This design comes from an exercise in tuning for small area, a short achievable clock period and few clock cycles per item on the open sky130 flow, not from production work. In this exercise RTL edits were held to simulation tests only and were not proved equivalent to the original. Power is estimated from default activity; no workload was simulated.

==> quartz <==
## sine_renderer
module sine_renderer (
  input  wire        clk,
  input  wire        rst,
  input  wire        cmd_valid,
  output wire        cmd_ready,
  input  wire [63:0] cmd_data,
  output wire        wr_valid,
  output wire [31:0] wr_addr,
  output wire        wr_size,
  output wire [31:0] wr_data,
  input  wire        wr_ready,
  input  wire        wr_resp_valid,
  input  wire        wr_resp_err,
  output reg  [2:0]  st_phase,
  output wire        st_done,
  output wire        st_fault,
  output wire [3:0]  st_cause,
  output reg  [31:0] st_nsamp,
  output wire [63:0] st_finfo
);
clock: 12.0 ns
lec_check: 0
cap_margin: 20
core_margin: 2
core_utilization: 40
place_density: 0.6
setup_slack_margin: 5
slew_margin: 20
synth_memory_max_bits: 16384
run.sh (not shown) runs the stock make flow with config.mk's settings and CLKGATE_MAP_FILE= SYNTH_SCRIPT=/design/flow/synth_recipe.tcl, a recipe that flattens the netlist after the stock synthesis.
==> fjord: changes against quartz <==
--- a/flow/config.mk
+++ b/flow/config.mk
@@ -7,3 +7,3 @@
 export LEC_CHECK = 0
-export CAP_MARGIN = 20
+export CAP_MARGIN = 5
 export CORE_MARGIN = 2
@@ -12,3 +12,3 @@
 export SETUP_SLACK_MARGIN = 5
-export SLEW_MARGIN = 20
+export SLEW_MARGIN = 5
 export SYNTH_MEMORY_MAX_BITS = 16384
==> flow_summary_export.csv <==
group,metric,value,unit
status,status,"complete, no violations",
clocking,cts_buffers,167,
drt,dr_wl_met3,46000,um
layout,n_fill_cell,35711,
sta,tightest_slew,1.40,ns
sta,period_minus_slack,6.87,ns
worst_setup_path,slowest_delay,0.66,ns
layout,nClkBuffers,202,
layout,syn2layout_area_growth,9.25,%
worst_setup_path,path_cells,"and3_1 > nand2_1 > nor4_2 > and3_1 > nand2_1 > or3_1 > a21oi_1 > clkdlybuf4s50_1",
sta,fin_worst_skew,0.0781,ns
drt,vias,117106,
layout,seq-cell-share,21.1,%
power_and_ir_drop,p_sw,4.79,mW
drt,drtIter0Drc,12206,
power_and_ir_drop,powerClk,5.25,mW
the above is filed under fjord

==> flow_summary_export.csv <==
group,metric,value,unit
worst_setup_path,path_cells,"inv_1 > ha_1 > inv_1 > a21oi_1 > nor2_1 > nand2_1 > or3_1 > a21oi_1 > clkdlybuf4s50_1",
drt,dr_wl_met3,45200,um
layout,seq-cell-share,21.1,%
power_and_ir_drop,powerClk,5.33,mW
layout,top_register,"t1c",
layout,n_fill_cell,35648,
die,die_area,372000,sq um
worst_setup_path,worstReg2RegEnd,"y2[49]",
layout,nClkBuffers,204,
sta,fin_worst_skew,0.0832,ns
drt,vias,117289,
sta,period_minus_slack,6.91,ns
clocking,cts_buffers,165,
layout,syn2layout_area_growth,9.33,%
status,status,"complete, no violations",
power_and_ir_drop,p_int,9.39,mW
worst_setup_path,slowest_delay,0.70,ns
the above is filed under quartz

Testbench counts of quartz, summed over its fixed seeds: cycles 154,402, items 76,561.
Testbench counts of fjord, summed over its fixed seeds: cycles 154,402, items 76,561.

* * *

==> v33 <==
Another version of the RTL of sine_renderer (not shown whole).
==> flow/design.v (excerpt) <==
module sine_renderer (
  input  wire        clk,
  input  wire        rst,
  input  wire        cmd_valid,
  output wire        cmd_ready,
  input  wire [63:0] cmd_data,
  output wire        wr_valid,
  output wire [31:0] wr_addr,
  output wire        wr_size,
  output wire [31:0] wr_data,
  input  wire        wr_ready,
  input  wire        wr_resp_valid,
  input  wire        wr_resp_err,
  output reg  [2:0]  st_phase,
  output wire        st_done,
  output wire        st_fault,
  output wire [3:0]  st_cause,
  output reg  [31:0] st_nsamp,
  output reg  [63:0] st_finfo
);
  localparam [2:0] PH_READY = 3'd0, PH_TONE = 3'd1, PH_HEADER = 3'd2,
                   PH_DONE  = 3'd3, PH_FAULT = 3'd4;
  reg  [1:0]  cause;
  reg  [3:0]  hidx;
  reg         wv;          
  reg         outst;       
  reg  [24:0] rem10;       
  reg         par;         
  reg         vC, v1, v2, v3, vO;  
  reg  signed [30:0] w;    
  reg         nh;          
  reg  [30:0] f1;          
  reg         fh;          
  wire [3:0]  op   = cmd_data[63:60];
  wire [11:0] rsv  = cmd_data[59:48];
  wire [15:0] dur  = cmd_data[47:32];
  wire [31:0] freq = cmd_data[31:0];
  wire is_tone   = (op == 4'd1) && (rsv == 12'd0) && (dur != 16'd0);
  wire is_finish = (cmd_data == 64'h2000_0000_0000_0000);
  wire [24:0] m441   = dur * 9'd441;
  reg  [34:0] lim10;
  wire [35:0] dur36  = {20'd0, dur};
  wire [35:0] ovd    = {1'b0, lim10} - (dur36 << 9) + (dur36 << 6) + (dur36 << 3) - dur36;
  wire        ovf    = ovd[35];
  wire        fge1   = freq[31:16] >= 16'd22050;
  ...
==> flow/config.mk <==
export PLATFORM = sky130hd
export DESIGN_NAME = sine_renderer
export DESIGN_NICKNAME = sine_renderer
export VERILOG_FILES = /design/flow/design.v
export SDC_FILE = /design/flow/constraint.sdc
export NUM_CORES = 4
export LEC_CHECK = 0
export CAP_MARGIN = 20
export CORE_MARGIN = 2
export CORE_UTILIZATION = 30
export PLACE_DENSITY = 0.5
export SLEW_MARGIN = 20
export SYNTH_MEMORY_MAX_BITS = 16384
==> flow/constraint.sdc <==
create_clock -name core_clock -period 12.0 [get_ports {clk}]
set_input_delay 2.4000 -clock core_clock [delete_from_list [all_inputs] [get_ports {clk}]]
set_output_delay 2.4000 -clock core_clock [all_outputs]
set_load 0.01 [all_outputs]
==> inputs of v38, as changes to v33 <==
CORE_UTILIZATION = 40   (was 30)
PLACE_DENSITY = 0.6   (was 0.5)
SETUP_SLACK_MARGIN = 4.5   (was unset)
==> results.json <==
{
  "status": "complete, no violations",
  "multi_input_area_mm2": 0.1087,
  "reg2reg_depth": 23,
  "path_depth": 23,
  "total_power_mw": 15.53,
  "fill_cells": 37686,
  "crit_chain": "buf_4 > mux2i_4 > buf_12 > xor2_4 > buf_4 > buf_4 > xnor2_1 > fa_1 > inv_1 > ha_1 > o21a_1 > o21ai_0 > or2_2 > a31oi_1 > o21ai_0 > a21oi_1 > nor2_1 > o221a_2 > o22ai_1 > o311ai_1 > o2111ai_1 > a21oi_1 > xnor2_1",
  "finalNonFillerCells": 22687,
  "met2_length_um": 263500,
  "wirelength_um": 599800
}
-- figures above: v38

==> results.json <==
{
  "status": "complete, no violations",
  "die-area_mm2": 0.5118,
  "fill_cells": 52998,
  "met2_length_um": 267700,
  "wirelength_um": 614100,
  "finalNonFillerCells": 24328,
  "critPathTopFamily": "compound AO/OA/AOI/OAI gates",
  "path_depth": 22,
  "slowest_delay_ns": 0.79,
  "reg2reg_depth": 22,
  "crit_chain": "buf_12 > buf_4 > nor2b_1 > a21oi_1 > xnor2_1 > fa_1 > inv_1 > fa_1 > inv_1 > ha_1 > nand4_1 > nor2_1 > inv_1 > a2111oi_2 > o21ai_1 > o31ai_1 > a41oi_1 > a211oi_1 > o31a_1 > a21o_1 > nor3_1 > a311o_1"
}
-- figures above: v33

Testbench counts of v33, summed over its fixed seeds: cycles 154,402, items 76,561.
Testbench counts of v38, summed over its fixed seeds: cycles 154,402, items 76,561.

* * *

==> run C: inputs <==
sine_renderer, a different RTL version from the one above (not shown whole).
==> flow/config.mk <==
export PLATFORM = sky130hd
export DESIGN_NAME = sine_renderer
export DESIGN_NICKNAME = sine_renderer
export VERILOG_FILES = /design/flow/design.v
export SDC_FILE = /design/flow/constraint.sdc
export NUM_CORES = 4
export LEC_CHECK = 0
export CAP_MARGIN = 20
export CORE_MARGIN = 2
export CORE_UTILIZATION = 50
export PLACE_DENSITY = 0.7
export SETUP_SLACK_MARGIN = 5
export SLEW_MARGIN = 20
export SYNTH_MEMORY_MAX_BITS = 16384
==> flow/constraint.sdc <==
create_clock -name core_clock -period 12.0 [get_ports {clk}]
set_input_delay 2.4000 -clock core_clock [delete_from_list [all_inputs] [get_ports {clk}]]
set_output_delay 2.4000 -clock core_clock [all_outputs]
set_load 0.01 [all_outputs]
==> run G (differences from run C) <==
--- a/flow/config.mk
+++ b/flow/config.mk
@@ -9,4 +9,4 @@
 export CORE_MARGIN = 2
-export CORE_UTILIZATION = 50
-export PLACE_DENSITY = 0.7
+export CORE_UTILIZATION = 40
+export PLACE_DENSITY = 0.6
 export SETUP_SLACK_MARGIN = 5
==> summary of the runs <==
- Between run C and run G, the lower register-to-register slack is in run C (gap 0.04 ns).
- In run C the non-clock buffer count is higher than in run G, by 21.
- Between run G and run C, the lower worst setup slack is in run C (gap 0.064 ns).
- Against run G, the critical path depth of run C is higher by 3.
- Between run G and run C, the lower maximum frequency is in run C (gap about 0.9%, measured against run C).
- Final cell count: run G is higher than run C (about 5%).
- In synthesized cell count, run C and run G do not differ.
==> figures <==
|  | run C | run G |
|---|---|---|
| Result of the run | finished clean | finished clean |
| Power of the combinational group | 4.11 mW | 3.75 mW |
| Leakage power of the design | 70.1 nW | 70.0 nW |
| Standard cell with the maximum stage delay on the critical path | sky130_fd_sc_hd__clkdlybuf4s50_1 | sky130_fd_sc_hd__a311oi_1 |
| Met1 Track Usage GR | 46.4% | 41.1% |
| Placed cells | 19,600 | 20,600 |
| Non-clk buf share | 3.36% | 3.19% |
| Destination of the worst register-to-register timing path | fA[15] | cvA[27] |
| DR WL/cell | 30.6 um | 28.0 um |
| Power attributed to sequential cells | 5.16 mW | 5.15 mW |
| Capture point of the worst path | wr_data[15] | wr_data[23] |
| Tapcells inserted | 3,939 | 4,972 |
| Std cell rows | 200 | 224 |
| Final area over synthesized area | 1.088x | 1.095x |
| M1 WL | 217,000 um | 240,000 um |
Testbench counts of run C, summed over its fixed seeds: cycles 154,402, items 76,561.
Testbench counts of run G, summed over its fixed seeds: cycles 154,402, items 76,561.

re-timing with driven ports:
How much do the figures lean on ideal ports? The routed layouts below were timed once more, with nothing changed but the port constraints.
Step 1, drivers: a clkbuf_16 drives clk and a buf_2 each remaining input, both assumed.
Step 2 moves the port delays by t, midway between the first and last clock arrival at a register: inputs arrive t later, outputs are due t later. That takes back most of the time a late clock gives input paths.
a / b / c = ideal / step 1 / step 2; a / b = the first two.
run	shift t [ns]	slack for setup (ns)	hold slack, ns	worst register clock-pin slew, ns	worst slew at a driven data input, ns
quartz	0.969	5.089 / 4.980 / 4.867	0.419 / 0.419 / 0.419	0.08 / 0.08	0.17
fjord	0.974	5.135 / 5.034 / 4.872	0.420 / 0.420 / 0.420	0.10 / 0.10	0.17
v33	0.996	3.899 / 3.899 / 3.601	0.418 / 0.418 / 0.418	0.08 / 0.08	0.07
v38	0.980	4.783 / 4.740 / 4.031	0.412 / 0.412 / 0.412	0.07 / 0.07	0.13
run C	0.994	5.034 / 4.917 / 5.153	0.424 / 0.424 / 0.424	0.07 / 0.07	0.13
run G	1.009	5.098 / 4.985 / 5.008	0.409 / 0.409 / 0.409	0.07 / 0.07	0.10
After both steps setup and hold are still met in every run listed. The setup slack of v38, which loses most, moves by -0.043 ns with the drivers and by -0.752 ns with both steps.
